Source: an optimization exercise on an open RTL-to-GDS flow (aim: small area, a short achievable clock period and few clock cycles per item). Production flows keep margins and buffers that such runs may drop. RTL that was checked went through simulation tests only; none was proved equivalent to the original. The RTL of runs 3 to 5 was laid out without a check of its function. No activity file was given, so power comes from the tool's default toggle rates.

$ cat flow/config.mk
export PLATFORM = sky130hd
export DESIGN_NAME = fp_encode_1750a
export DESIGN_NICKNAME = fp_encode_1750a
export VERILOG_FILES = /design/flow/design.v
export SDC_FILE = /design/flow/constraint.sdc
export NUM_CORES = 4
export LEC_CHECK = 0
export ABC_AREA = 0
export CAP_MARGIN = 20
export CORE_MARGIN = 2
export CORE_UTILIZATION = 40
export CTS_BUF_LIST = sky130_fd_sc_hd__clkbuf_8
export SLEW_MARGIN = 20
$ cat flow/constraint.sdc
create_clock -name core_clock -period 10.0 [get_ports {clk}]
set_input_delay 2.0000 -clock core_clock [delete_from_list [all_inputs] [get_ports {clk}]]
set_output_delay 2.0000 -clock core_clock [all_outputs]
set_load 0.01 [all_outputs]
$ cat flow/design.v
module enc1750_fmt (
    input  wire [38:0] frac,    
    input  wire        c,       
    input  wire  [2:0] fsel,    
    input  wire        m39,     
    input  wire        m38,     
    input  wire  [7:0] xe0,     
    input  wire        xinc,    
    input  wire        xdec,    
    output wire [47:0] data
);
    wire [37:0] xs = frac[38:1];
    wire [7:0]  xa = xs[37:30];
    wire [13:0] xb = xs[29:16];
    wire [15:0] xc = xs[15:0];
    wire cc = c;
    wire cb = fsel[2] ? (c & (&xc)) : c;
    wire ca = fsel[0] ? c : cb & (&xb);
    wire [15:0] wc;
    wire [13:0] wb;
    wire [7:0]  wa;
    genvar i;
    generate
        for (i = 0; i < 16; i = i + 1) begin : g_c
            if (i == 0) assign wc[i] = xc[i] ^ cc;
            else        assign wc[i] = xc[i] ^ (cc & (&xc[i-1:0]));
        end
        for (i = 0; i < 14; i = i + 1) begin : g_b
            if (i == 0) assign wb[i] = xb[i] ^ cb;
            else        assign wb[i] = xb[i] ^ (cb & (&xb[i-1:0]));
        end
        for (i = 0; i < 8; i = i + 1) begin : g_a
            if (i == 0) assign wa[i] = xa[i] ^ ca;
            else        assign wa[i] = xa[i] ^ (ca & (&xa[i-1:0]));
        end
    endgenerate
    wire ina = fsel[0] | fsel[1] | fsel[2];
    wire inb = fsel[1] | fsel[2];
    wire inc = fsel[2];
    wire [7:0]  ma = wa & {8{ina}};
    wire [13:0] mb = wb & {14{inb}};
    wire [15:0] mc = wc & {16{inc}};
    wire [7:0] flip;
    generate
        for (i = 0; i < 8; i = i + 1) begin : g_e
            if (i == 0) assign flip[i] = xinc | xdec;
            else        assign flip[i] = (xinc & (&xe0[i-1:0])) | (xdec & ~(|xe0[i-1:0]));
        end
    endgenerate
    wire [7:0] xe = xe0 ^ flip;
    assign data = {m39, m38, ma, mb[13:8] | (xe[5:0] & {6{fsel[0]}}), mb[7:0],
                   xe & {8{~fsel[0]}}, mc};
endmodule
module enc1750_core (
    input  wire [63:0] value,
    input  wire  [7:0] width,
    output wire [52:0] sig,     
    output wire        subn,    
    output wire  [2:0] fsel,    
    output wire        m39,     
    output wire        m38,     
    output wire  [7:0] xe,      
    output wire        xinc,    
    output wire        xdec,    
    output wire        nf       
);
    wire        s  = value[63];
    wire [10:0] be = value[62:52];
    wire [51:0] fr = value[51:0];
    wire w16 = (width == 8'd16);
    wire w32 = (width == 8'd32);
    wire w48 = (width == 8'd48);
    wire wok = w16 | w32 | w48;
    wire nonfinite = &be;
    wire is_sub    = ~|be;
    wire is_zero   = is_sub & ~|fr;
    wire ok        = wok & ~nonfinite;
    assign sig    = {~is_sub, fr} ^ {53{s}};
    assign subn   = ok & is_sub & ~is_zero;
    assign fsel   = {w48, w32, w16} & {3{ok}};
    assign m39    = ok & ~is_zero & s;
    assign m38    = ok & ~is_zero & ~s;
    assign nf     = wok & nonfinite;
    wire ones16 = &fr[51:43], ones32 = &fr[42:29], ones48 = &fr[28:13];
    wire zer16  = ~|fr[51:43], zer32 = ~|fr[42:29], zer48 = ~|fr[28:13];
    wire all1 = ones16 & (w16 | (ones32 & (w32 | ones48)));
    wire all0 = zer16  & (w16 | (zer32  & (w32 | zer48)));
    wire inc  = ~s & all1;
    wire dec  = s & all0;
    wire lo8 = (be <= 11'd894),  hi8 = (be >= 11'd1149);
    wire lo6 = (be <= 11'd990),  hi6 = (be >= 11'd1053);
    wire [7:0] be2 = be[7:0] + 8'd2;
    wire [7:0] xf8 = lo8 ? 8'h80 : hi8 ? 8'h7f : be2;
    wire [5:0] xf6 = lo6 ? 6'h20 : hi6 ? 6'h1f : be2[5:0];
    wire inc_ok = w16 ? ((be >= 11'd990) & ~hi6) : ((be >= 11'd894) & ~hi8);
    wire dec_ok = w16 ? (~lo6 & (be <= 11'd1053)) : (~lo8 & (be <= 11'd1149));
    wire [7:0] xn = w16 ? {2'b00, xf6} : xf8;
    wire [7:0] xs = is_zero ? 8'h00 : is_sub ? (w16 ? 8'h20 : 8'h80) : xn;
    assign xe     = ok ? xs : 8'd0;
    assign xinc   = ok & ~is_sub & inc & inc_ok;
    assign xdec   = ok & ~is_sub & dec & dec_ok;
endmodule
module fp_encode_1750a (
    input  wire        clk,
    input  wire        rst,
    input  wire        in_valid,
    output wire        in_ready,
    input  wire [63:0] in_value,
    input  wire  [7:0] in_width,
    output wire        out_valid,
    input  wire        out_ready,
    output wire [47:0] out_data,
    output wire  [2:0] out_nbytes,
    output wire  [1:0] out_status
);
    wire [52:0] c_sig;
    wire        c_subn;
    wire  [2:0] c_fsel;
    wire        c_m39, c_m38;
    wire  [7:0] c_xe;
    wire        c_xinc, c_xdec;
    wire        c_nf;
    enc1750_core u_core (
        .value (in_value),
        .width (in_width),
        .sig   (c_sig),
        .subn  (c_subn),
        .fsel  (c_fsel),
        .m39   (c_m39),
        .m38   (c_m38),
        .xe    (c_xe),
        .xinc  (c_xinc),
        .xdec  (c_xdec),
        .nf    (c_nf)
    );
    reg        ov;       
    reg [52:0] sig_q;
    reg  [2:0] fsel_q;
    reg        m39_q, m38_q;
    reg  [7:0] xe_q;
    reg        xinc_q, xdec_q;
    reg        nf_q;
    reg        pend_q;   
    wire pend = (m39_q & sig_q[52]) | (m38_q & ~sig_q[52]);
    wire load = ~ov | (~pend & out_ready);
    assign in_ready  = ~rst & (~ov | (~pend_q & out_ready));
    assign out_valid = ~rst & ov & ~pend_q;
    wire top5z = m39_q ? &sig_q[52:48] : ~|sig_q[52:48];
    always @(posedge clk) begin
        if (rst) begin
            ov     <= 1'b0;
            pend_q <= 1'b0;
        end else if (load) begin
            ov     <= in_valid;
            pend_q <= in_valid & c_subn;
        end else if (pend) begin
            pend_q <= (top5z ? sig_q[47] : sig_q[51]) ~^ m39_q;
        end
    end
    wire sel_ld = load;
    wire sel_s5 = ~load & pend & top5z;
    wire sel_s1 = ~load & pend & ~top5z;
    wire sel_h  = ~load & ~pend;
    wire [52:0] sig_d = ({53{sel_ld}} & c_sig)
                      | ({53{sel_s5}} & {sig_q[47:0], {5{m39_q}}})
                      | ({53{sel_s1}} & {sig_q[51:0], m39_q})
                      | ({{40{sel_h}}, 13'd0} & sig_q);
    always @(posedge clk) sig_q <= sig_d;
    wire [2:0] fsel_d = load ? c_fsel : fsel_q;
    reg        c_q;
    always @(posedge clk)
        c_q <= (fsel_d[0] & sig_d[43]) | (fsel_d[1] & sig_d[29]) | (fsel_d[2] & sig_d[13]);
    always @(posedge clk) begin
        if (load) begin
            fsel_q   <= c_fsel;
            m39_q    <= c_m39;
            m38_q    <= c_m38;
            xe_q     <= c_xe;
            xinc_q   <= c_xinc;
            xdec_q   <= c_xdec;
            nf_q     <= c_nf;
        end
    end
    enc1750_fmt u_fmt (
        .frac(sig_q[51:13]),
        .c   (c_q),
        .fsel(fsel_q),
        .m39 (m39_q),
        .m38 (m38_q),
        .xe0 (xe_q),
        .xinc(xinc_q),
        .xdec(xdec_q),
        .data(out_data)
    );
    assign out_status = {nf_q, ~(fsel_q[0] | fsel_q[1] | fsel_q[2] | nf_q)};
    assign out_nbytes = {fsel_q[1] | fsel_q[2], fsel_q[0] | fsel_q[2], 1'b0};
endmodule
$ cat flow/flow/run.sh
#!/bin/bash
# The standard layout (standard.sh, the standard flow's own ORFS flow) with four changes:
# the port buffers are sky130_fd_sc_hd__buf_2 cells instead of the delay
# buffers buffer_ports picks by default (every port still gets a buffer),
# timing repair aims for a setup slack of 5.65 ns, clock tree synthesis adds
# no dummy loads, and the request data ports' buffers are made buf_1 after
# global placement (flow/ports.tcl).
set -euo pipefail
export BUFFER_PORTS_ARGS="-buffer_cell sky130_fd_sc_hd__buf_2"
export SETUP_SLACK_MARGIN=5.65
export CTS_ARGS="-sink_clustering_enable -repair_clock_nets -buf_list sky130_fd_sc_hd__clkbuf_8 -dont_use_dummy_load"
export POST_GLOBAL_PLACE_TCL="$PWD/flow/ports.tcl"
bash standard.sh > standard.log 2>&1
$ cat flow/flow/ports.tcl
# After global placement: the buffers of the request data ports (in_value,
# in_width) become sky130_fd_sc_hd__buf_1. Every port keeps its buffer; the
# handshake and reset ports keep buf_2. Timing repair may resize them again.
set block [ord::get_db_block]
set n 0
foreach bterm [$block getBTerms] {
  set name [$bterm getName]
  if {[$bterm getIoType] ne "INPUT"} { continue }
  if {![string match "in_value*" $name] && ![string match "in_width*" $name]} { continue }
  set net [$bterm getNet]
  foreach iterm [$net getITerms] {
    set inst [$iterm getInst]
    if {[[$inst getMaster] getName] eq "sky130_fd_sc_hd__buf_2"} {
      replace_cell [get_cells [$inst getName]] sky130_fd_sc_hd__buf_1
      incr n
    }
  }
}
puts "ports.tcl: $n input buffers resized to buf_1"
$ cat flow/standard.sh
#!/bin/bash
# synth_recipe.tcl (not shown) runs the flow's synth.tcl, then flattens the netlist and writes it again
# the make line also repeats each setting of config.mk as NAME=value (left out here)
make -C /OpenROAD-flow-scripts/flow DESIGN_CONFIG=/design/flow/config.mk WORK_HOME=/design/flow/orfs CLKGATE_MAP_FILE= SYNTH_SCRIPT=/design/flow/synth_recipe.tcl "${@:-finish}"
==> impl_metrics.json, run 1 <==
{
  "outcome": "timing/DRC/antenna clean",
  "syn_nets": 744,
  "chipHeight_um": 119.2,
  "synth_top_area_cell": "dfxtp_1",
  "postLayoutCoreUtil_pct": 47.51,
  "max-clock-path-buffers": 2,
  "drtAntennaViolNets": 0,
  "async_reset_ff_share_pct": 0,
  "p_switching_uw": 242.7,
  "relSlewSlack_pct": 32.88,
  "core_area_um2": 13090,
  "path_buf_inv": 2,
  "clkSlewWorstSetupHoldPaths_ps": 80,
  "rsz0062_at_grt": "true",
  "path_class": "in2out",
  "startpoint_type": "input pin",
  "final_cell_mix": "nand2_1, buf_1, xor2_1",
  "peakVddDrop_uv": 58.77,
  "drtIter0Drc": 632,
  "die_area_um2": 14200,
  "finalCriticalPeriod_ps": 4371,
  "row_count": 42,
  "slowest_delay_ps": 140,
  "synth_flop_cell": "dfxtp_1",
  "final_cells": 944,
  "end_kind": "output pin",
  "grt-ovfl-total": 0,
  "grt_use_total_pct": 22.58,
  "maxSlewViolCount": 0,
  "swShare_pct": 33.21,
  "tightestPinTransition_ps": 1005,
  "cts_root_buf": "clkbuf_8",
  "dpl.cell_count": 927,
  "max_freq_ghz": 0.2288,
  "powerDensity_nw_per_um2": 117.6,
  "drtPass1Iterations": 8,
  "initial_core_util_pct": 40.54,
  "via_per_inst": 5.702,
  "pwr-share-seq_pct": 53.3,
  "hpwl_um": 11920,
  "crit_family": "buffers and inverters",
  "critPathSlowestCell": "buf_2",
  "min_period_over_period_pct": 43.71,
  "syn_to_final_growth_pct": 17.19,
  "tns_ps": 0,
  "io_pins": 131,
  "cts_tree": "yes",
  "nets": 851,
  "power_uw": 730.8,
  "crit_chain": "buf_8 > nor3b_2 > buf_2",
  "combPwrFrac_pct": 22.5,
  "arrival_ps": 2370,
  "numPortBuffers": 129,
  "synth_edf_count": 13,
  "cts_sinks": 72,
  "crit_required_ps": 8000,
  "grt_pass1_vias": 5077,
  "layout_commonest_cell": "nand2_1",
  "n_antenna_cell": 0,
  "worstPathMaxFanout": 3,
  "syn_avg_cell_area_um2": 8.002,
  "synth-seq-area-share_pct": 29.62,
  "routed_wl_um": 16260,
  "antenna_found_initial": 1,
  "p_int_uw": 488.2,
  "yosysWarningCount": 1,
  "drc": 0,
  "synth_seq_cells": 72,
  "grt_pass1_wl_um": 25680,
  "cap_violations": 0,
  "cts_buffers": 9,
  "synth_area_leaders": "dfxtp_1, xor2_1, nand2_1",
  "htreeDepth": 3,
  "yosysTopAreaCellShare_pct": 22.26,
  "pwr-share-clk_pct": 24.2,
  "routedWlPerCell_um": 17.22,
  "grt_max_degree": 60,
  "vias": 5383,
  "synth.distinct_cells": 67,
  "skew_ps": 21.81,
  "synthCells": 663,
  "die_w_um": 119.2,
  "drive_above_1_share_pct": 17.97,
  "netlist_area_um2": 5305,
  "clk_latency_ps": 350,
  "min_path_type": "reg2reg",
  "setup_viol": 0,
  "finalHoldViolations": 0,
  "leakagePower_nw": 2.551
}
-- metrics by stage --
step                      setup WS, ps  hold WS, ps  instance area (µm²)
after floorplan                   5691        431.1                 5305
after global placement            5574        465.2                 5997
after detailed placement          5576        462.2                 5907
after CTS                         5607        477.0                 6100
after global routing              5578        494.0                 6217
final                             5629        471.4                 6217
-- per-layer routing --
metal	vias up	wire length (µm)	share of wire [%]	track usage (%)
met4	2	301	1.9	7.068
met3	23	1238	7.6	5.029
met1	2507	6916	43	29.76
li1	2630	-	-	-
met5	-	13	0.080	0
met2	221	7785	48	36.78
-- state kept, by name, indices dropped and copies added (netlist names) --
register,count
m39_q,1
c_q,1
pend_q,1
m38_q,1
xdec_q,1
sig_q,53
nf_q,1
ov,1
xinc_q,1
fsel_q,3
xe_q,8
-- path summary, 6_finish.rpt --
check	startpoint	end	slack [ps]	cells after the start
max	rst	out_valid	5630	3
min	sig_q[20]	sig_q[21]	470	2
max reg2reg	sig_q[49]	c_q	7180	6
min reg2reg	sig_q[20]	sig_q[21]	470	2
-- synthesized netlist by cell type (13+ instances only) --
library cell and count:
nand2_1 119, dfxtp_1 59, xor2_1 58, nor2_1 40
a222oi_1 37, xnor2_1 37, clkbuf_1 27, and2_1 23
o21ai_0 21, nand4_1 18, a21oi_1 17, inv_1 16
nor4_1 15, edfxtp_1 13, nand3_1 13
-- cell type report --
type	count	area, µm²
clock buffer	9	123.9
fill	1300	6868
inverter	17	63.81
multi-input combinational	528	3528
sequential	72	1608
tap	176	220.2
timing repair buffer	142	673.1
-- cells by family after synthesis --
kind of cell | after synthesis | share of synthesized area (%)
multiplexers | 9 | 1.722
AND/OR/NAND/NOR | 291 | 27.74
flip-flops | 72 | 29.62
XOR/XNOR | 95 | 15.68
AO/OA/AOI/OAI | 127 | 18.70
adder cells (fa/ha/maj) | 5 | 1.179
other | 1 | 0.07069
buffers and inverters | 63 | 5.283
-- power groups by stage --
stage	logic [mW]	registers, mW	clock network [mW]
final	0.164	0.390	0.177
after global placement	0.161	0.389	0
after detailed placement	0.159	0.390	0
after CTS	0.161	0.386	0.183
after global routing	0.182	0.395	0.197
after floorplan	0.121	0.366	0
-- tightest hold or removal path, delay by kind of cell (launching register included) --
| kind | cells | cell delay [ps] |
|---|---|---|
| simple gates | 2 | 100 |
| flops | 1 | 350 |
-- what timing repair did --
item                       CTS  global route
setup buffers                2             6
gates cloned                 0             0
hold buffers                 0             0
setup endpoints to repair   14            10
gates resized for setup     28            23
pin swaps                    4             7
Testbench counts, summed over its fixed seeds: cycles 24,809, items 24,000.
==> run 2, diff against run 1 <==
==> flow/flow/run.sh (replaced) <==
#!/bin/bash
# The standard layout (standard.sh, the standard flow's own ORFS flow) with four changes:
# the port buffers are sky130_fd_sc_hd__buf_2 cells instead of the delay
# buffers buffer_ports picks by default (every port still gets a buffer),
# timing repair aims for a setup slack of 5.4 ns, clock tree synthesis adds
# no dummy loads, and the request data ports' buffers are made buf_1 after
# global placement (flow/ports.tcl).
set -euo pipefail
export BUFFER_PORTS_ARGS="-buffer_cell sky130_fd_sc_hd__buf_2"
export SETUP_SLACK_MARGIN=5.4
export CTS_ARGS="-sink_clustering_enable -repair_clock_nets -buf_list \"sky130_fd_sc_hd__clkbuf_4 sky130_fd_sc_hd__clkbuf_8\" -root_buf sky130_fd_sc_hd__clkbuf_8 -dont_use_dummy_load"
export POST_GLOBAL_PLACE_TCL="$PWD/flow/ports.tcl"
bash standard.sh > standard.log 2>&1
==> impl_metrics.json, run 2 <==
{
  "via_per_inst": 5.717,
  "synth_flop_cell": "dfxtp_1",
  "cts_setup_buffers": 0,
  "numPortBuffers": 129,
  "initial_core_util_pct": 40.54,
  "antenna_found_initial": 1,
  "cts_sinks": 72,
  "io_pins": 131,
  "routed_wl_um": 16110,
  "arrival_ps": 2420,
  "largest_register_ffs": 53,
  "clk_latency_ps": 350,
  "synth.most_common_cell": "nand2_1",
  "wl_met3_um": 1184,
  "peakVddDrop_uv": 58.07,
  "met1_length_um": 6968,
  "largest-register": "sig_q",
  "final_cells": 936,
  "max-clock-path-buffers": 2,
  "synthMuxAreaShare_pct": 1.722,
  "startpoint_type": "input pin",
  "syn_avg_cell_area_um2": 8.002,
  "hpwl_um": 11920,
  "wl_met2_um": 7643,
  "synth-compound-area-share_pct": 18.70,
  "skew_ps": 21.89,
  "synthCells": 663,
  "drtPass1Iterations": 10,
  "crit_top_cell": "buf_2",
  "power_uw": 723.9,
  "die_w_um": 119.2,
  "powerDensity_nw_per_um2": 119.6,
  "setup_viol": 0,
  "n_antenna_cell": 0,
  "finalCriticalPeriod_ps": 4425,
  "tightestPinTransition_ps": 982.8,
  "row_count": 42,
  "cap_violations": 0,
  "max_freq_ghz": 0.2260,
  "synth_fa_ha_area_share_pct": 1.179,
  "synth_top_area_cell": "dfxtp_1",
  "maxSlewViolCount": 0,
  "reg_top3": "sig_q: 53 flops, xe_q: 8 flops, fsel_q: 3 flops",
  "final_cell_mix": "nand2_1, buf_1, xor2_1, dfxtp_1, buf_2",
  "cts_tree": "yes",
  "syn_nets": 744,
  "clkSlewWorstSetupHoldPaths_ps": 80,
  "rsz0062_at_grt": "false",
  "worstPathMaxFanout": 4,
  "drtIter0Drc": 684,
  "routedWlPerCell_um": 17.21,
  "layout_commonest_cell": "nand2_1",
  "ys_top_cells_by_count": "nand2_1, dfxtp_1, xor2_1, nor2_1",
  "nets": 843,
  "synth_top_family_by_area": "simple AND/OR/NAND/NOR gates",
  "syn_to_final_growth_pct": 14.10,
  "drc": 0,
  "crit_chain": "buf_2 > nor3b_1 > buf_2",
  "post_dp_cell_area_um2": 5907,
  "die_area_um2": 14200,
  "synth.distinct_cells": 67,
  "netlist_area_um2": 5305,
  "crit_required_ps": 8000,
  "relSlewSlack_pct": 34.34,
  "slowest_delay_ps": 150,
  "grt_pass1_wl_um": 25510,
  "yosysWarningCount": 1,
  "synth_edf_count": 13,
  "hold_buffers": 0,
  "postLayoutCoreUtil_pct": 46.26,
  "dpl.cell_count": 927,
  "final_cell_area_um2": 6053,
  "highest_layer": "met5",
  "vias": 5351,
  "grt_use_total_pct": 22.41,
  "critPathSlowestCell": "nor3b_1",
  "synth_area_leaders": "dfxtp_1, xor2_1, nand2_1",
  "tns_ps": 0,
  "drtAntennaViolNets": 0,
  "grt_pass1_vias": 4975,
  "async_reset_ff_share_pct": 0,
  "cts_root_buf": "clkbuf_8",
  "yosysTopAreaCellShare_pct": 22.26,
  "min_path_type": "reg2reg",
  "drive_above_1_share_pct": 12.76,
  "synth_seq_cells": 72,
  "synthSimpleGateAreaFrac_pct": 27.74,
  "outcome": "timing/DRC/antenna clean",
  "core_area_um2": 13090,
  "path_class": "in2out",
  "cts_buffers": 9,
  "min_period_over_period_pct": 44.25,
  "grt_max_degree": 60,
  "finalHoldViolations": 0,
  "chipHeight_um": 119.2,
  "htreeDepth": 3,
  "leakagePower_nw": 2.487,
  "grt-ovfl-total": 0,
  "end_kind": "output pin",
  "synth-seq-area-share_pct": 29.62,
  "synthXorXnorAreaFrac_pct": 15.68
}
==> run 2: cell counts after synthesis <==
Identical to the previous run, type by type.
==> run 2: final timing paths <==
| check | startpoint | slack [ps] | cells after the start | to |
|---|---|---|---|---|
| worst max-delay path | rst | 5580 | 3 | out_valid |
| worst max register to register | sig_q[49] | 7190 | 6 | c_q |
| worst min register to register | sig_q[3] | 490 | 2 | sig_q[4] |
| worst min-delay path | sig_q[3] | 490 | 2 | sig_q[4] |
==> run 2: layout make-up <==
class / instances / area [µm²]
Fill cell: 1329 / 7032
Multi-Input combinational cell: 528 / 3480
Sequential cell: 72 / 1573
Timing Repair Buffer: 134 / 593.1
Tap cell: 176 / 220.2
Clock buffer: 9 / 123.9
Inverter: 17 / 63.81
==> run 2: power by group <==
group | switching, mW | internal (mW)
combinational | 0.0887 | 0.0719
clock | 0.0976 | 0.0803
sequential | 0.0548 | 0.331
==> run 2: per-stage QoR <==
stage / worst slack [ps] / hold slack [ps]
floorplan: 5691 / 431.1
CTS: 5442 / 491.3
global placement: 5574 / 465.2
finish: 5575 / 487.3
detailed placement: 5576 / 462.2
global route: 5422 / 523.0
==> run 2: logic make-up (layout without fill, tap and decap cells) <==
family | Yosys count | count (layout)
XOR/XNOR | 95 | 95
flip-flops | 72 | 72
multiplexers | 9 | 9
other | 1 | 1
AND/OR/NAND/NOR | 291 | 291
adder cells (fa/ha/maj) | 5 | 5
buffers and inverters | 63 | 160
AO/OA/AOI/OAI | 127 | 127
==> run 2: what timing repair did <==
item / in CTS / in global routing
pin swaps: 0 / 0
setup endpoints to repair: 2 / 5
gates resized for setup: 1 / 5
==> run 2: worst max-delay path: cells and delay by family <==
kind	cells	cell delay [ps]
buffers and inverters	2	270
and+or+nand+nor	1	150
==> run 2: routing by layer <==
layer / vias up / global-route usage, %
li1: 2609 / -
met1: 2495 / 30.18
met2: 221 / 35.78
met3: 24 / 5.029
met4: 2 / 6.845
met5: - / 0
==> run 3, diff against run 2 <==
--- a/flow/design.v
+++ b/flow/design.v
@@ -1,6 +1,5 @@
 module enc1750_fmt (
     input  wire [38:0] frac,    
-    input  wire        c,       
     input  wire  [2:0] fsel,    
     input  wire        m39,     
     input  wire        m38,     
@@ -9,6 +8,7 @@
     input  wire        xdec,    
     output wire [47:0] data
 );
+    wire c = (fsel[0] & frac[30]) | (fsel[1] & frac[16]) | (fsel[2] & frac[0]);
     wire [37:0] xs = frac[38:1];
     wire [7:0]  xa = xs[37:30];
     wire [13:0] xb = xs[29:16];
@@ -16,6 +16,12 @@
     wire cc = c;
     wire cb = fsel[2] ? (c & (&xc)) : c;
     wire ca = fsel[0] ? c : cb & (&xb);
+    wire [15:0] pc; wire [13:0] pb; wire [7:0] pa;
+    assign pc[0] = cc; assign pb[0] = cb; assign pa[0] = ca;
+    genvar j;
+    generate for (j = 1; j < 16; j = j + 1) begin : g_pc assign pc[j] = pc[j-1] & xc[j-1]; end endgenerate
+    generate for (j = 1; j < 14; j = j + 1) begin : g_pb assign pb[j] = pb[j-1] & xb[j-1]; end endgenerate
+    generate for (j = 1; j < 8; j = j + 1) begin : g_pa assign pa[j] = pa[j-1] & xa[j-1]; end endgenerate
     wire [15:0] wc;
     wire [13:0] wb;
     wire [7:0]  wa;
@@ -23,15 +29,15 @@
     generate
         for (i = 0; i < 16; i = i + 1) begin : g_c
             if (i == 0) assign wc[i] = xc[i] ^ cc;
-            else        assign wc[i] = xc[i] ^ (cc & (&xc[i-1:0]));
+            else        assign wc[i] = xc[i] ^ pc[i];
         end
         for (i = 0; i < 14; i = i + 1) begin : g_b
             if (i == 0) assign wb[i] = xb[i] ^ cb;
-            else        assign wb[i] = xb[i] ^ (cb & (&xb[i-1:0]));
+            else        assign wb[i] = xb[i] ^ pb[i];
         end
         for (i = 0; i < 8; i = i + 1) begin : g_a
             if (i == 0) assign wa[i] = xa[i] ^ ca;
-            else        assign wa[i] = xa[i] ^ (ca & (&xa[i-1:0]));
+            else        assign wa[i] = xa[i] ^ pa[i];
         end
     endgenerate
     wire ina = fsel[0] | fsel[1] | fsel[2];
@@ -166,10 +172,6 @@
                       | ({53{sel_s1}} & {sig_q[51:0], m39_q})
                       | ({{40{sel_h}}, 13'd0} & sig_q);
     always @(posedge clk) sig_q <= sig_d;
-    wire [2:0] fsel_d = load ? c_fsel : fsel_q;
-    reg        c_q;
-    always @(posedge clk)
-        c_q <= (fsel_d[0] & sig_d[43]) | (fsel_d[1] & sig_d[29]) | (fsel_d[2] & sig_d[13]);
     always @(posedge clk) begin
         if (load) begin
             fsel_q   <= c_fsel;
@@ -183,7 +185,6 @@
     end
     enc1750_fmt u_fmt (
         .frac(sig_q[51:13]),
-        .c   (c_q),
         .fsel(fsel_q),
         .m39 (m39_q),
         .m38 (m38_q),
--- a/flow/flow/run.sh
+++ b/flow/flow/run.sh
@@ -8,6 +8,6 @@
 set -euo pipefail
 export BUFFER_PORTS_ARGS="-buffer_cell sky130_fd_sc_hd__buf_2"
 export SETUP_SLACK_MARGIN=5.4
-export CTS_ARGS="-sink_clustering_enable -repair_clock_nets -buf_list \"sky130_fd_sc_hd__clkbuf_4 sky130_fd_sc_hd__clkbuf_8\" -root_buf sky130_fd_sc_hd__clkbuf_8 -dont_use_dummy_load"
+export CTS_ARGS="-sink_clustering_enable -repair_clock_nets -buf_list sky130_fd_sc_hd__clkbuf_8 -dont_use_dummy_load"
 export POST_GLOBAL_PLACE_TCL="$PWD/flow/ports.tcl"
 bash standard.sh > standard.log 2>&1
--- a/flow/config.mk
+++ b/flow/config.mk
@@ -5,7 +5,7 @@
 export SDC_FILE = /design/flow/constraint.sdc
 export NUM_CORES = 4
 export LEC_CHECK = 0
-export ABC_AREA = 0
+export ABC_AREA = 1
 export CAP_MARGIN = 20
 export CORE_MARGIN = 2
 export CORE_UTILIZATION = 40
==> impl_metrics.json, run 3 <==
{
  "synth_fa_ha_area_share_pct": 8.386,
  "rsz0062_at_grt": "true",
  "drtPass1Iterations": 5,
  "grt_pass1_vias": 5233,
  "grt_pass1_wl_um": 26100,
  "drtIter0Drc": 321,
  "finalCriticalPeriod_ps": 5619,
  "slowest_delay_ps": 410,
  "synth.distinct_cells": 43,
  "vias": 5719,
  "path_class": "reg2out",
  "core_area_um2": 13350,
  "max_freq_ghz": 0.1780,
  "powerDensity_nw_per_um2": 123.7,
  "clkSlewWorstSetupHoldPaths_ps": 80,
  "hpwl_um": 12550,
  "cap_violations": 0,
  "pwr-share-clk_pct": 21.1,
  "crit_top_cell": "ha_4",
  "cts_root_buf": "clkbuf_8",
  "synth_flop_cell": "dfxtp_1",
  "max-clock-path-buffers": 2,
  "synth_top_area_cell": "dfxtp_1",
  "async_reset_ff_share_pct": 0,
  "grt_use_total_pct": 22.69,
  "arrival_ps": 3620,
  "synthMuxAreaShare_pct": 0.1813,
  "critPathSlowestCell": "edfxtp_1",
  "synth.most_common_cell": "nand2_1",
  "maxSlewViolCount": 0,
  "multi_input_area_um2": 3805,
  "path_buf_inv": 2,
  "syn_avg_cell_area_um2": 6.798,
  "via_per_inst": 5.143,
  "tns_ps": 0,
  "synth_area_leaders": "dfxtp_1, nand2_1, edfxtp_1",
  "row_count": 42,
  "synthCells": 812,
  "yosysTopAreaCellShare_pct": 19.95,
  "synth-compound-area-share_pct": 15.80,
  "largest-register": "sig_q",
  "synthSimpleGateAreaFrac_pct": 26.29,
  "leakagePower_nw": 3.049,
  "min_period_over_period_pct": 56.19,
  "end_kind": "output pin",
  "setup_viol": 0,
  "combPwrFrac_pct": 33.9,
  "tightestPinTransition_ps": 867.8,
  "netlist_area_um2": 5520,
  "cts_tree": "yes",
  "finalHoldViolations": 0,
  "cts_buffers": 9,
  "synth_edf_count": 16,
  "startpoint_type": "flop",
  "die_area_um2": 14760,
  "io_pins": 131,
  "pwr-share-seq_pct": 45.1,
  "final_cell_mix": "nand2_1, nor2_1, inv_1",
  "numPortBuffers": 129,
  "drive_above_1_share_pct": 20.51,
  "layout_commonest_cell": "nand2_1",
  "synth_top_family_by_area": "simple AND/OR/NAND/NOR gates",
  "syn_to_final_growth_pct": 25.97,
  "peakVddDrop_uv": 47.39,
  "fillCellCount": 1435,
  "reg_top3": "sig_q: 53 flops, xe_q: 8 flops, fsel_q: 3 flops",
  "place_ws_ps": 4172,
  "crit_family": "adder cells",
  "drtAntennaViolNets": 0,
  "yosysWarningCount": 1,
  "min_path_type": "reg2reg",
  "antenna_found_initial": 0,
  "clk_latency_ps": 370,
  "drc": 0,
  "relSlewSlack_pct": 42.15,
  "swShare_pct": 36.94,
  "seq_area_um2": 1623,
  "skew_ps": 23.64,
  "p_int_uw": 542.3,
  "chipHeight_um": 121.5,
  "n_antenna_cell": 0,
  "nets": 1051,
  "crit_chain": "nand2_2 > nand3_4 > ha_4 > ha_4 > ha_4 > ha_4 > ha_4 > ha_4 > ha_4 > ha_4 > ha_4 > ha_4 > ha_4 > ha_4 > ha_4 > ha_4 > ha_4 > nand2_2 > inv_2 > buf_6",
  "initial_core_util_pct": 41.36,
  "p_switching_uw": 317.7,
  "routedWlPerCell_um": 14.92,
  "synthXorXnorAreaFrac_pct": 9.519,
  "crit_required_ps": 8000,
  "worst_slack_ps": 4381,
  "routed_wl_um": 16590,
  "cts_sinks": 71,
  "syn_nets": 925,
  "grt-ovfl-total": 0,
  "worstPathMaxFanout": 3,
  "ys_top_cells_by_count": "nand2_1, inv_1, nor2_1, dfxtp_1, xnor2_1",
  "synth_seq_cells": 71,
  "synth-seq-area-share_pct": 28.65,
  "htreeDepth": 3,
  "die_w_um": 121.5,
  "largest_register_ffs": 53,
  "grt_max_degree": 56,
  "outcome": "timing/DRC/antenna clean"
}
[run 3: cell count changes after synthesis, moves of 21 or more]
cell,delta
nor2_1,+62
and2_1,-22
a222oi_1,-37
clkbuf_1,-21
a21oi_1,+28
nand2_1,+48
inv_1,+96
ha_1,+32
xor2_1,-52
[run 3: metal layers]
layer / global-route usage [%] / share of wire [%] / vias up
li1: - / - / 2914
met1: 30.20 / 46 / 2594
met2: 37.39 / 46 / 192
met3: 4.182 / 6.3 / 19
met4: 6.753 / 1.6 / 0
met5: 0 / 0 / -
[run 3: path summary, 6_finish.rpt]
| kind | start | end | slack (ps) | cells past startpoint |
|---|---|---|---|---|
| hold reg to reg | sig_q[8] | sig_q[9] | 470 | 2 |
| hold / removal | sig_q[8] | sig_q[9] | 470 | 2 |
| setup reg to reg | m39_q | pend_q | 7430 | 11 |
| setup / recovery | fsel_q[1] | out_data[14] | 4380 | 20 |
[run 3: power groups by stage]
stage	clock network (mW)	registers (mW)	logic (mW)
after floorplan	0	0.381	0.185
after global placement	0	0.396	0.268
after detailed placement	0	0.397	0.264
after CTS	0.187	0.387	0.286
after global routing	0.195	0.393	0.328
final	0.181	0.387	0.291
[run 3: per-stage QoR]
| stage | hold slack (ps) | std cells | total power [mW] | area (µm²) | utilization (%) |
|---|---|---|---|---|---|
| 6_report | 472.7 | 1112 | 0.8600 | 6954 | 52.10 |
| 2_1_floorplan | 436.1 | 812 | 0.5661 | 5948 | - |
| 3_5_place_dp | 452.8 | 1089 | 0.6607 | 6576 | 49.27 |
| 4_1_cts | 470.4 | 1108 | 0.8601 | 6887 | 51.59 |
| 3_3_place_gp | 453.9 | 1089 | 0.6641 | 6666 | 49.94 |
| 5_1_grt | 517.7 | 1112 | 0.9161 | 6954 | 52.10 |
[run 3: area by class of cell]
type / count / area share [%]
inverter: 114 / 6.225
timing repair buffer: 149 / 10.78
multi-input combinational: 593 / 54.71
sequential: 71 / 23.34
tap: 176 / 3.167
clock buffer: 9 / 1.781
[run 3: what timing repair did]
item | CTS | global route
buffers inserted | 10 | 4
endpoints found under the setup margin | 30 | 24
hold buffers | 0 | 0
endpoints found under the hold margin | 0 | 0
resized for setup | 32 | 14
pin swaps | 26 | 6
[run 3: logic make-up (layout without fill, tap and decap cells)]
group	after synthesis	count (layout)
xor gates and xnor gates	60	60
AOI/OAI and AO/OA	150	150
adders and majority gates	37	37
and+or+nand+nor	344	344
buffers and inverters	148	272
muxes	1	1
other	1	1
DFF	71	71
[run 3: worst min-delay path, delay by kind of cell, from the launching register on]
family | cells | cell delay, ps
and+or+nand+nor | 1 | 50
AOI/OAI and AO/OA | 1 | 50
DFF | 1 | 330
==> run 4, diff against run 3 <==
--- a/flow/design.v
+++ b/flow/design.v
@@ -93,14 +93,16 @@
     wire all0 = zer16  & (w16 | (zer32  & (w32 | zer48)));
     wire inc  = ~s & all1;
     wire dec  = s & all0;
-    wire lo8 = (be <= 11'd894),  hi8 = (be >= 11'd1149);
-    wire lo6 = (be <= 11'd990),  hi6 = (be >= 11'd1053);
+    wire [10:0] lo = w16 ? 11'd990 : 11'd894;
+    wire [10:0] hi = w16 ? 11'd1053 : 11'd1149;
+    wire le_lo = (be <= lo), ge_hi = (be >= hi);
+    wire eq_lo = (be == lo), eq_hi = (be == hi);
     wire [7:0] be2 = be[7:0] + 8'd2;
-    wire [7:0] xf8 = lo8 ? 8'h80 : hi8 ? 8'h7f : be2;
-    wire [5:0] xf6 = lo6 ? 6'h20 : hi6 ? 6'h1f : be2[5:0];
-    wire inc_ok = w16 ? ((be >= 11'd990) & ~hi6) : ((be >= 11'd894) & ~hi8);
-    wire dec_ok = w16 ? (~lo6 & (be <= 11'd1053)) : (~lo8 & (be <= 11'd1149));
-    wire [7:0] xn = w16 ? {2'b00, xf6} : xf8;
+    wire [7:0] sat = w16 ? (le_lo ? 8'h20 : 8'h1f) : (le_lo ? 8'h80 : 8'h7f);
+    wire [7:0] xv  = w16 ? {2'b00, be2[5:0]} : be2;
+    wire [7:0] xn  = (le_lo | ge_hi) ? sat : xv;
+    wire inc_ok = (~le_lo | eq_lo) & ~ge_hi;
+    wire dec_ok = ~le_lo & (~ge_hi | eq_hi);
     wire [7:0] xs = is_zero ? 8'h00 : is_sub ? (w16 ? 8'h20 : 8'h80) : xn;
     assign xe     = ok ? xs : 8'd0;
     assign xinc   = ok & ~is_sub & inc & inc_ok;
--- a/flow/config.mk
+++ b/flow/config.mk
@@ -5,7 +5,7 @@
 export SDC_FILE = /design/flow/constraint.sdc
 export NUM_CORES = 4
 export LEC_CHECK = 0
-export ABC_AREA = 1
+export ABC_AREA = 0
 export CAP_MARGIN = 20
 export CORE_MARGIN = 2
 export CORE_UTILIZATION = 40
==> impl_metrics.json, run 4 <==
{
  "syn_avg_cell_area_um2": 8.378,
  "synth.most_common_cell": "nand2_1",
  "yosysTopAreaCellShare_pct": 21.47,
  "clk_latency_ps": 380,
  "worst_slack_ps": 3900,
  "syn_to_final_growth_pct": 34.77,
  "reg_top3": "sig_q: 53 flops, xe_q: 8 flops, fsel_q: 3 flops",
  "largest-register": "sig_q",
  "place_ws_ps": 4002,
  "leakagePower_nw": 2.733,
  "crit_required_ps": 8000,
  "synth_top_family_by_area": "simple AND/OR/NAND/NOR gates",
  "grt_max_degree": 58,
  "arrival_ps": 4100,
  "initial_core_util_pct": 40.80,
  "synth_fa_ha_area_share_pct": 10.25,
  "htreeDepth": 3,
  "antenna_found_initial": 0,
  "clkSlewWorstSetupHoldPaths_ps": 90,
  "crit_family": "adder cells",
  "yosysWarningCount": 1,
  "slowest_delay_ps": 420,
  "die_area_um2": 13740,
  "n_antenna_cell": 0,
  "hold_depth": 2,
  "combPwrFrac_pct": 28.6,
  "syn_nets": 730,
  "cts_tree": "yes",
  "powerDensity_nw_per_um2": 115.4,
  "ff2ff_setup_slack_ps": 7020,
  "crit_chain": "a222oi_1 > inv_1 > ha_2 > ha_4 > ha_4 > ha_4 > ha_4 > ha_4 > ha_4 > ha_4 > ha_4 > ha_4 > ha_4 > ha_4 > ha_4 > ha_4 > ha_4 > xor2_2 > and2_4 > buf_6",
  "synth-compound-area-share_pct": 17.52,
  "drtAntennaViolNets": 0,
  "netlist_area_um2": 5127,
  "vias": 5214,
  "synthXorXnorAreaFrac_pct": 11.44,
  "final_cells": 907,
  "max-clock-path-buffers": 2,
  "grt-ovfl-total": 0,
  "synth_area_leaders": "dfxtp_1, ha_1, edfxtp_1",
  "multi_input_area_um2": 4025,
  "drtPass1Iterations": 7,
  "rsz0062_at_grt": "true",
  "cts_root_buf": "clkbuf_8",
  "worstPathMaxFanout": 2,
  "cts_sinks": 71,
  "chipHeight_um": 117.2,
  "drive_above_1_share_pct": 26.39,
  "min_to": "sig_q[13]",
  "grt_use_total_pct": 24.10,
  "drtIter0Drc": 487,
  "layout_commonest_cell": "nand2_1",
  "async_reset_ff_share_pct": 0,
  "largest_register_ffs": 53,
  "synth_top_area_cell": "dfxtp_1",
  "row_count": 41,
  "reg2reg_to": "sig_q[1]",
  "hpwl_um": 11740,
  "outcome": "timing/DRC/antenna clean",
  "max_freq_ghz": 0.1639,
  "setup_viol": 0,
  "path_buf_inv": 2,
  "drc": 0,
  "relSlewSlack_pct": 11.24,
  "die_w_um": 117.2,
  "p_int_uw": 522.2,
  "routed_wl_um": 16220,
  "dpl.cell_count": 879,
  "synthCells": 612,
  "rr_worst_depth": 6,
  "seq_area_um2": 1598,
  "pwr-share-clk_pct": 22.7,
  "end_kind": "output pin",
  "cts_buffers": 9,
  "synthMuxAreaShare_pct": 0.6101,
  "synth_seq_cells": 71,
  "grt_pass1_wl_um": 25620,
  "core_area_um2": 12570,
  "min_from": "sig_q[8]",
  "cap_violations": 0,
  "r2r-start": "m39_q",
  "min_path_type": "reg2reg",
  "path_class": "reg2out",
  "hold_buffers": 0,
  "grt_pass1_vias": 5028,
  "crit_top_cell": "ha_4",
  "maxSlewViolCount": 0,
  "critPathSlowestCell": "a222oi_1",
  "numPortBuffers": 129,
  "peakVddDrop_uv": 64.36,
  "synth-seq-area-share_pct": 30.84,
  "pwr-share-seq_pct": 48.6,
  "nets": 855,
  "synthSimpleGateAreaFrac_pct": 24.99,
  "synth_edf_count": 16,
  "min_period_over_period_pct": 61.00,
  "skew_ps": 24.82,
  "via_per_inst": 5.749,
  "finalHoldViolations": 0,
  "finalCriticalPeriod_ps": 6100,
  "ys_top_cells_by_count": "nand2_1, dfxtp_1, xor2_1, ha_1, a222oi_1",
  "synth_flop_cell": "dfxtp_1",
  "fillCellCount": 1151,
  "tns_ps": 0,
  "startpoint_type": "flop",
  "power_uw": 797.6,
  "postLayoutCoreUtil_pct": 54.98,
  "tightestPinTransition_ps": 1327,
  "synth.distinct_cells": 55,
  "io_pins": 131,
  "routedWlPerCell_um": 17.89,
  "swShare_pct": 34.53,
  "p_switching_uw": 275.4,
  "final_cell_mix": "nand2_1, buf_1, xor2_1"
}
## run 4: cell count changes after synthesis, sizes merged, moves of 35 or more
cell	change
inv	-102
nor2	-76
nand2	-66
xor2	+42
a222oi	+40
xnor2	-35
## run 4: cell families after synthesis
group | count (synthesis)
AO/OA/AOI/OAI | 117
XOR/XNOR | 67
adder cells (fa/ha/maj) | 42
buffers and inverters | 53
flip-flops | 71
multiplexers | 3
other | 1
AND/OR/NAND/NOR | 258
## run 4: cell type report
type,count,area share (%)
Multi-Input combinational cell,488,58.25
Inverter,13,0.7242
Sequential cell,71,23.12
Clock buffer,9,1.793
Timing Repair Buffer,154,13.00
Tap cell,172,3.114
## run 4: timing repair
item | 4_1_cts | 5_1_grt
buffers inserted | 18 | 1
pin swaps | 3 | 8
resized for setup | 27 | 59
setup endpoints to repair | 34 | 35
## run 4: worst reg2reg max path: cells and delay by family, from the launching register on
kind	cells	cell delay, ps
flip-flops	1	570
AO/OA/AOI/OAI	3	1000
buffers and inverters	1	450
AND/OR/NAND/NOR	2	870
## run 4: routing by layer
metal  vias to the layer above  routed length [µm]  GRT usage (%)  part of all wire [%]
met5                         -                   0              0                     0
met4                         0                 395          9.176                   2.4
met3                        28                 898          3.193                   5.5
met2                       192                7632          39.43                    47
met1                      2470                7296          32.44                    45
li1                       2524                   -              -                     -
## run 4: metrics by stage
stage | instance area (µm²) | hold slack [ps]
finish | 6910 | 431.4
global route | 6910 | 459.4
CTS | 6619 | 438.5
detailed placement | 6245 | 436.7
global placement | 6335 | 439.4
floorplan | 5599 | 414.5
## run 4: power by group through the flow
| stage | sequential, mW | clock [mW] | combinational, mW |
|---|---|---|---|
| 2_1_floorplan | 0.370 | 0 | 0.130 |
| 3_5_place_dp | 0.390 | 0 | 0.190 |
| 5_1_grt | 0.393 | 0.194 | 0.254 |
| 6_report | 0.388 | 0.181 | 0.228 |
| 4_1_cts | 0.383 | 0.184 | 0.208 |
| 3_3_place_gp | 0.390 | 0 | 0.192 |
## run 4: how the worst max path moves through the flow
stage | cells past startpoint | to | slack, ps | from
3_3_place_gp | 20 | out_data[15] | 4110 | fsel_q[2]
4_1_cts | 20 | out_data[15] | 3920 | fsel_q[2]
2_1_floorplan | 20 | out_data[15] | 4480 | fsel_q[2]
3_5_place_dp | 20 | out_data[15] | 4000 | fsel_q[2]
6_report | 20 | out_data[15] | 3900 | fsel_q[2]
5_1_grt | 20 | out_data[15] | 3740 | fsel_q[2]
==> run 5, diff against run 4 <==
--- a/flow/design.v
+++ b/flow/design.v
@@ -16,12 +16,6 @@
     wire cc = c;
     wire cb = fsel[2] ? (c & (&xc)) : c;
     wire ca = fsel[0] ? c : cb & (&xb);
-    wire [15:0] pc; wire [13:0] pb; wire [7:0] pa;
-    assign pc[0] = cc; assign pb[0] = cb; assign pa[0] = ca;
-    genvar j;
-    generate for (j = 1; j < 16; j = j + 1) begin : g_pc assign pc[j] = pc[j-1] & xc[j-1]; end endgenerate
-    generate for (j = 1; j < 14; j = j + 1) begin : g_pb assign pb[j] = pb[j-1] & xb[j-1]; end endgenerate
-    generate for (j = 1; j < 8; j = j + 1) begin : g_pa assign pa[j] = pa[j-1] & xa[j-1]; end endgenerate
     wire [15:0] wc;
     wire [13:0] wb;
     wire [7:0]  wa;
@@ -29,15 +23,15 @@
     generate
         for (i = 0; i < 16; i = i + 1) begin : g_c
             if (i == 0) assign wc[i] = xc[i] ^ cc;
-            else        assign wc[i] = xc[i] ^ pc[i];
+            else        assign wc[i] = xc[i] ^ (cc & (&xc[i-1:0]));
         end
         for (i = 0; i < 14; i = i + 1) begin : g_b
             if (i == 0) assign wb[i] = xb[i] ^ cb;
-            else        assign wb[i] = xb[i] ^ pb[i];
+            else        assign wb[i] = xb[i] ^ (cb & (&xb[i-1:0]));
         end
         for (i = 0; i < 8; i = i + 1) begin : g_a
             if (i == 0) assign wa[i] = xa[i] ^ ca;
-            else        assign wa[i] = xa[i] ^ pa[i];
+            else        assign wa[i] = xa[i] ^ (ca & (&xa[i-1:0]));
         end
     endgenerate
     wire ina = fsel[0] | fsel[1] | fsel[2];
==> impl_metrics.json, run 5 <==
{
  "outcome": "timing/DRC/antenna clean",
  "synth_top_area_cell": "dfxtp_1",
  "synth_edf_count": 16,
  "drive_above_1_share_pct": 15.68,
  "nets": 865,
  "final_cell_area_um2": 6282,
  "cts_buffers": 9,
  "place_ws_ps": 4931,
  "powerDensity_nw_per_um2": 130.3,
  "setup_viol": 0,
  "wl_met2_um": 7621,
  "startpoint_type": "flop",
  "netlist_area_um2": 5305,
  "synth.distinct_cells": 54,
  "layout_commonest_cell": "nand2_1",
  "synthMuxAreaShare_pct": 2.453,
  "cts_sinks": 71,
  "grt_max_degree": 58,
  "synth_seq_cells": 71,
  "max-clock-path-buffers": 2,
  "largest-register": "sig_q",
  "p_int_uw": 519.4,
  "ys_top_cells_by_count": "nand2_1, xor2_1, dfxtp_1, nor2_1, a222oi_1",
  "numPortBuffers": 129,
  "maxSlewViolCount": 0,
  "clk_latency_ps": 350,
  "path_class": "reg2out",
  "final_cell_mix": "nand2_1, buf_1, xor2_1",
  "io_pins": 131,
  "synthSimpleGateAreaFrac_pct": 28.33,
  "cts_tree": "yes",
  "cts_root_buf": "clkbuf_8",
  "post_dp_cell_area_um2": 5944,
  "wl_met3_um": 1249,
  "min_period_over_period_pct": 45.61,
  "antenna_found_initial": 0,
  "synth.most_common_cell": "nand2_1",
  "vias": 5520,
  "skew_ps": 20.34,
  "chipHeight_um": 119.2,
  "synth_flop_cell": "dfxtp_1",
  "finalHoldViolations": 0,
  "synthXorXnorAreaFrac_pct": 15.68,
  "swShare_pct": 36.53,
  "grt-ovfl-total": 0,
  "yosysWarningCount": 1,
  "worstPathMaxFanout": 5,
  "largest_register_ffs": 53,
  "syn_nets": 751,
  "synth_top_family_by_area": "simple AND/OR/NAND/NOR gates",
  "reg_top3": "sig_q: 53 flops, xe_q: 8 flops, fsel_q: 3 flops",
  "cap_violations": 0,
  "drc": 0,
  "finalCriticalPeriod_ps": 4561,
  "drtIter0Drc": 527,
  "synth_fa_ha_area_share_pct": 2.123,
  "grt_pass1_vias": 5157,
  "die_area_um2": 14200,
  "synthCells": 666,
  "tns_ps": 0,
  "drtPass1Iterations": 10,
  "postLayoutCoreUtil_pct": 48.01,
  "yosysTopAreaCellShare_pct": 20.75,
  "leakagePower_nw": 2.555,
  "synth-seq-area-share_pct": 29.81,
  "arrival_ps": 2560,
  "synth-compound-area-share_pct": 16.37,
  "end_kind": "output pin",
  "crit_required_ps": 8000,
  "whs_ps": 466.1,
  "ff2ff_setup_slack_ps": 6450,
  "peakVddDrop_uv": 51.33,
  "row_count": 42,
  "drtAntennaViolNets": 0,
  "grt_use_total_pct": 22.28,
  "min_path_type": "reg2reg",
  "tightestPinTransition_ps": 882.8,
  "via_per_inst": 5.786,
  "relSlewSlack_pct": 41.15,
  "highest_layer": "met4",
  "hold_buffers": 0,
  "n_antenna_cell": 0,
  "syn_avg_cell_area_um2": 7.966,
  "async_reset_ff_share_pct": 0,
  "combPwrFrac_pct": 29.5,
  "max_freq_ghz": 0.2193,
  "rsz0062_at_grt": "true",
  "pwr-share-clk_pct": 21.9,
  "worst_slack_ps": 5439,
  "synth_area_leaders": "dfxtp_1, xor2_1, edfxtp_1",
  "routed_wl_um": 16560,
  "p_switching_uw": 298.9,
  "clkSlewWorstSetupHoldPaths_ps": 70,
  "hpwl_um": 11710,
  "pwr-share-seq_pct": 48.6,
  "met1_length_um": 7432,
  "core_area_um2": 13090,
  "routedWlPerCell_um": 17.36,
  "initial_core_util_pct": 40.54,
  "die_w_um": 119.2,
  "grt_pass1_wl_um": 25760,
  "htreeDepth": 3,
  "syn_to_final_growth_pct": 18.42
}
run 5: cell types whose count changed after synthesis, sizes merged, moves of 7 or more:
| cell | before | now |
|---|---|---|
| xnor2 | 19 | 30 |
| o21ai | 24 | 6 |
| xor2 | 48 | 65 |
| nor2 | 29 | 50 |
| and3 | 2 | 9 |
| nand2 | 102 | 121 |
| and2 | 26 | 13 |
| a22oi | 12 | 4 |
| o22ai | 0 | 17 |
| nor3b | 0 | 7 |
| buf | 8 | 16 |
| mux2i | 2 | 13 |
| ha | 42 | 9 |
run 5: power groups by stage:
| stage | combinational (mW) | sequential, mW | clock [mW] |
|---|---|---|---|
| floorplan | 0.164 | 0.372 | 0 |
| global placement | 0.225 | 0.401 | 0 |
| detailed placement | 0.224 | 0.402 | 0 |
| CTS | 0.233 | 0.394 | 0.183 |
| global route | 0.266 | 0.404 | 0.193 |
| finish | 0.241 | 0.398 | 0.179 |
run 5: layout make-up:
type | count | area (µm²)
multi-input cells | 532 | 3583
inverters | 19 | 76.32
flip-flops and latches | 71 | 1590
well taps | 176 | 220.2
repair buffers | 147 | 688.2
clock buffers | 9 | 123.9
fillers | 1321 | 6803
run 5: repair_timing:
item                                    in CTS  in global routing
endpoints found under the setup margin      39                 17
pin swaps                                    2                  3
cloned                                       0                  1
resized for setup                            6                 25
endpoints found under the hold margin        0                  0
setup buffers                                6                  6
run 5: metal layers:
layer  global-route usage, %  vias up
met5                       0        -
met4                   7.143        0
met3                   3.257       20
met2                   36.28      245
met1                   30.35     2599
li1                        -     2656
run 5: worst paths after layout:
| kind | startpoint | endpoint | depth (start not counted) |
|---|---|---|---|
| worst min register to register | sig_q[12] | sig_q[13] | 2 |
| worst max-delay path | fsel_q[2] | out_data[40] | 9 |
| worst min-delay path | sig_q[12] | sig_q[13] | 2 |
| worst max register to register | m39_q | sig_q[37] | 8 |
run 5: worst max-delay path, stage by stage, from the launching register on:
cell and delay (ps):
edfxtp_1 390, a222oi_1 370, buf_4 210, buf_4 130, inv_1 70, and3_2 280, a31oi_4 300, o211ai_1 160
o31ai_2 120, buf_2 190
run 5: cells by family after synthesis:
family,after synthesis
AO/OA/AOI/OAI,107
XOR/XNOR,95
adder cells (fa/ha/maj),9
buffers and inverters,64
flip-flops,71
multiplexers,13
other,1
AND/OR/NAND/NOR,306
run 5: metrics by stage:
| step | power [mW] | std cells |
|---|---|---|
| after floorplan | 0.5367 | 666 |
| after global placement | 0.6261 | 932 |
| after detailed placement | 0.6267 | 932 |
| after CTS | 0.8100 | 947 |
| after global routing | 0.8620 | 954 |
| final | 0.8183 | 954 |
==> run 6, diff against run 5 <==
--- a/flow/design.v
+++ b/flow/design.v
@@ -1,5 +1,6 @@
 module enc1750_fmt (
     input  wire [38:0] frac,    
+    input  wire        c,       
     input  wire  [2:0] fsel,    
     input  wire        m39,     
     input  wire        m38,     
@@ -8,7 +9,6 @@
     input  wire        xdec,    
     output wire [47:0] data
 );
-    wire c = (fsel[0] & frac[30]) | (fsel[1] & frac[16]) | (fsel[2] & frac[0]);
     wire [37:0] xs = frac[38:1];
     wire [7:0]  xa = xs[37:30];
     wire [13:0] xb = xs[29:16];
@@ -87,16 +87,14 @@
     wire all0 = zer16  & (w16 | (zer32  & (w32 | zer48)));
     wire inc  = ~s & all1;
     wire dec  = s & all0;
-    wire [10:0] lo = w16 ? 11'd990 : 11'd894;
-    wire [10:0] hi = w16 ? 11'd1053 : 11'd1149;
-    wire le_lo = (be <= lo), ge_hi = (be >= hi);
-    wire eq_lo = (be == lo), eq_hi = (be == hi);
+    wire lo8 = (be <= 11'd894),  hi8 = (be >= 11'd1149);
+    wire lo6 = (be <= 11'd990),  hi6 = (be >= 11'd1053);
     wire [7:0] be2 = be[7:0] + 8'd2;
-    wire [7:0] sat = w16 ? (le_lo ? 8'h20 : 8'h1f) : (le_lo ? 8'h80 : 8'h7f);
-    wire [7:0] xv  = w16 ? {2'b00, be2[5:0]} : be2;
-    wire [7:0] xn  = (le_lo | ge_hi) ? sat : xv;
-    wire inc_ok = (~le_lo | eq_lo) & ~ge_hi;
-    wire dec_ok = ~le_lo & (~ge_hi | eq_hi);
+    wire [7:0] xf8 = lo8 ? 8'h80 : hi8 ? 8'h7f : be2;
+    wire [5:0] xf6 = lo6 ? 6'h20 : hi6 ? 6'h1f : be2[5:0];
+    wire inc_ok = w16 ? ((be >= 11'd990) & ~hi6) : ((be >= 11'd894) & ~hi8);
+    wire dec_ok = w16 ? (~lo6 & (be <= 11'd1053)) : (~lo8 & (be <= 11'd1149));
+    wire [7:0] xn = w16 ? {2'b00, xf6} : xf8;
     wire [7:0] xs = is_zero ? 8'h00 : is_sub ? (w16 ? 8'h20 : 8'h80) : xn;
     assign xe     = ok ? xs : 8'd0;
     assign xinc   = ok & ~is_sub & inc & inc_ok;
@@ -168,6 +166,10 @@
                       | ({53{sel_s1}} & {sig_q[51:0], m39_q})
                       | ({{40{sel_h}}, 13'd0} & sig_q);
     always @(posedge clk) sig_q <= sig_d;
+    wire [2:0] fsel_d = load ? c_fsel : fsel_q;
+    reg        c_q;
+    always @(posedge clk)
+        c_q <= (fsel_d[0] & sig_d[43]) | (fsel_d[1] & sig_d[29]) | (fsel_d[2] & sig_d[13]);
     always @(posedge clk) begin
         if (load) begin
             fsel_q   <= c_fsel;
@@ -181,6 +183,7 @@
     end
     enc1750_fmt u_fmt (
         .frac(sig_q[51:13]),
+        .c   (c_q),
         .fsel(fsel_q),
         .m39 (m39_q),
         .m38 (m38_q),
==> flow/flow/run.sh (replaced) <==
#!/bin/bash
# The standard layout (standard.sh, the standard flow's own ORFS flow) with four changes:
# the port buffers are sky130_fd_sc_hd__buf_2 cells instead of the delay
# buffers buffer_ports picks by default (every port still gets a buffer),
# timing repair aims for a setup slack of 5.6 ns, clock tree synthesis adds
# no dummy loads, and the request data ports' buffers are made buf_1 and the
# reset and handshake ports' buffers buf_4 after
# global placement (flow/ports.tcl).
set -euo pipefail
export BUFFER_PORTS_ARGS="-buffer_cell sky130_fd_sc_hd__buf_2"
export SETUP_SLACK_MARGIN=5.6
export CTS_ARGS="-sink_clustering_enable -repair_clock_nets -buf_list sky130_fd_sc_hd__clkbuf_8 -dont_use_dummy_load"
export POST_GLOBAL_PLACE_TCL="$PWD/flow/ports.tcl"
bash standard.sh > standard.log 2>&1
--- a/flow/flow/ports.tcl
+++ b/flow/flow/ports.tcl
@@ -17,3 +17,20 @@
   }
 }
 puts "ports.tcl: $n input buffers resized to buf_1"
+
+# The reset and handshake ports' buffers become sky130_fd_sc_hd__buf_4: the
+# paths from rst and out_ready to in_ready and out_valid set the period.
+set m 0
+foreach bterm [$block getBTerms] {
+  set name [$bterm getName]
+  if {[lsearch -exact {rst out_ready in_ready out_valid} $name] < 0} { continue }
+  set net [$bterm getNet]
+  foreach iterm [$net getITerms] {
+    set inst [$iterm getInst]
+    if {[[$inst getMaster] getName] eq "sky130_fd_sc_hd__buf_2"} {
+      replace_cell [get_cells [$inst getName]] sky130_fd_sc_hd__buf_4
+      incr m
+    }
+  }
+}
+puts "ports.tcl: $m handshake port buffers resized to buf_4"
==> impl_metrics.json, run 6 <==
{
  "syn_nets": 744,
  "max_freq_ghz": 0.2278,
  "powerDensity_nw_per_um2": 118.4,
  "core_area_um2": 13090,
  "antenna_found_initial": 1,
  "finalCriticalPeriod_ps": 4390,
  "clk_latency_ps": 370,
  "drc": 0,
  "postLayoutCoreUtil_pct": 47.33,
  "synthCells": 663,
  "rsz0062_at_grt": "true",
  "startpoint_type": "input pin",
  "grt_pass1_wl_um": 25920,
  "post_dp_cell_area_um2": 5917,
  "initial_core_util_pct": 40.54,
  "worst_slack_ps": 5610,
  "via_per_inst": 5.755,
  "vias": 5421,
  "grt_use_total_pct": 22.70,
  "setup_viol": 0,
  "drtIter0Drc": 619,
  "cts_buffers": 9,
  "outcome": "timing/DRC/antenna clean",
  "place_ws_ps": 5562,
  "reg_top3": "sig_q: 53 flops, xe_q: 8 flops, fsel_q: 3 flops",
  "syn_to_final_growth_pct": 16.75,
  "largest_register_ffs": 53,
  "drive_above_1_share_pct": 16.97,
  "clkSlewWorstSetupHoldPaths_ps": 100,
  "async_reset_ff_share_pct": 0,
  "path_class": "in2out",
  "grt-ovfl-total": 0,
  "cts_tree": "yes",
  "nets": 849,
  "row_count": 42,
  "synth_top_area_cell": "dfxtp_1",
  "synth_flop_cell": "dfxtp_1",
  "finalHoldViolations": 0,
  "crit_required_ps": 8000,
  "io_pins": 131,
  "arrival_ps": 2390,
  "skew_ps": 36.10,
  "yosysWarningCount": 1,
  "largest-register": "sig_q",
  "htreeDepth": 3,
  "whs_ps": 476.5,
  "tightestPinTransition_ps": 1015,
  "power_uw": 733.5,
  "max-clock-path-buffers": 2,
  "crit_chain": "buf_8 > nor3b_2 > buf_4",
  "cts_root_buf": "clkbuf_8",
  "slowest_delay_ps": 150,
  "yosysTopAreaCellShare_pct": 22.26,
  "final_cell_mix": "nand2_1, buf_1, xor2_1",
  "drtAntennaViolNets": 0,
  "routedWlPerCell_um": 17.48,
  "min_path_type": "reg2reg",
  "min_period_over_period_pct": 43.90,
  "final_cell_area_um2": 6193,
  "numPortBuffers": 129,
  "die_area_um2": 14200,
  "leakagePower_nw": 2.515,
  "chipHeight_um": 119.2,
  "worstPathMaxFanout": 3,
  "hpwl_um": 12000,
  "final_cells": 942,
  "n_antenna_cell": 0,
  "netlist_area_um2": 5305,
  "layout_commonest_cell": "nand2_1",
  "peakVddDrop_uv": 54.45,
  "relSlewSlack_pct": 32.18,
  "tns_ps": 0,
  "end_kind": "output pin",
  "cts_sinks": 72,
  "synth.most_common_cell": "nand2_1",
  "critPathSlowestCell": "nor3b_2",
  "ys_top_cells_by_count": "nand2_1, dfxtp_1, xor2_1, nor2_1",
  "drtPass1Iterations": 9,
  "synth_edf_count": 13,
  "grt_max_degree": 60,
  "die_w_um": 119.2,
  "synth-seq-area-share_pct": 29.62,
  "grt_pass1_vias": 5096,
  "synth_seq_cells": 72,
  "maxSlewViolCount": 0,
  "cap_violations": 0,
  "synth.distinct_cells": 67,
  "routed_wl_um": 16460,
  "syn_avg_cell_area_um2": 8.002,
  "dpl.cell_count": 927,
  "synth_area_leaders": "dfxtp_1, xor2_1, nand2_1"
}
run 6: layout make-up:
| class | instances | area (µm²) |
|---|---|---|
| Sequential cell | 72 | 1610 |
| Tap cell | 176 | 220.2 |
| Clock buffer | 9 | 123.9 |
| Timing Repair Buffer | 140 | 663.1 |
| Inverter | 17 | 63.81 |
| Fill cell | 1317 | 6892 |
| Multi-Input combinational cell | 528 | 3512 |
run 6: repair_timing:
| item | CTS | global route |
|---|---|---|
| hold buffers | 0 | 0 |
| resized for setup | 28 | 17 |
| cloned | 0 | 0 |
| setup buffers | 4 | 2 |
| setup endpoints to repair | 11 | 10 |
| pin swaps | 4 | 4 |
run 6: final timing paths:
check / end / slack, ps / start / depth (start not counted)
setup / recovery: out_valid / 5610 / rst / 3
hold / removal: sig_q[14] / 480 / sig_q[13] / 2
setup reg to reg: c_q / 7180 / sig_q[48] / 6
hold reg to reg: sig_q[14] / 480 / sig_q[13] / 2
run 6: critical path: cells and delay by family:
| family | cells | cell delay (ps) |
|---|---|---|
| simple gates | 1 | 150 |
| buf+inv | 2 | 240 |
run 6: cells by family after synthesis:
group / share of synthesized area (%)
adders and majority gates: 1.179
AOI/OAI and AO/OA: 18.70
buffers and inverters: 5.283
other: 0.07069
muxes: 1.722
and+or+nand+nor: 27.74
DFF: 29.62
xor gates and xnor gates: 15.68
run 6: per-layer routing:
layer  vias to the layer above  GRT usage (%)  wire [µm]
met1                      2553          29.12       7063
met2                       216          37.39       7804
met4                         2          7.589        314
met5                         -              0         13
li1                       2626              -          -
met3                        24          5.460       1266
run 6: power breakdown:
| group | switching [mW] | total [mW] | leakage, nW | internal, mW |
|---|---|---|---|---|
| logic | 0.0904 | 0.164 | 1.80 | 0.0741 |
| clock network | 0.100 | 0.180 | 0.0647 | 0.0803 |
| registers | 0.0554 | 0.389 | 0.648 | 0.333 |
| total | 0.246 | 0.734 | 2.51 | 0.488 |
Testbench counts of run 6, summed over its fixed seeds: cycles 24,809, items 24,000.

==> afterwards: timing with drivers on the ports <==
Ports are ideal in the flow. The routed layouts listed here were re-timed in OpenROAD. Step 1, drivers: a clkbuf_16 drives clk and a buf_2 each remaining input, both assumed. Step 2 adds t to the input delays and takes it off the output delays; t is the mean of the earliest and latest rising clock arrival at the registers after step 1. Input paths then give back, and output paths get back, about the clock's delay inside the block. Three values: ideal ports, drivers, drivers and shift; two values: the first two.
run | shift t [ns] | setup slack, ns | worst slew at a driven data input, ns
run 1 | 0.373 | 5.629 / 5.581 / 5.581 | 0.07
run 2 | 0.376 | 5.575 / 5.552 / 5.557 | 0.07
run 3 | 0.394 | 4.381 / 4.346 / 4.740 | 0.06
run 4 | 0.402 | 3.900 / 3.867 / 4.269 | 0.04
run 5 | 0.376 | 5.439 / 5.404 / 5.153 | 0.04
run 6 | 0.386 | 5.610 / 5.568 / 5.568 | 0.07
After both steps every run listed still meets setup and hold. The setup slack of run 5, which loses most, moves by -0.035 ns with the drivers and by -0.286 ns with both steps.
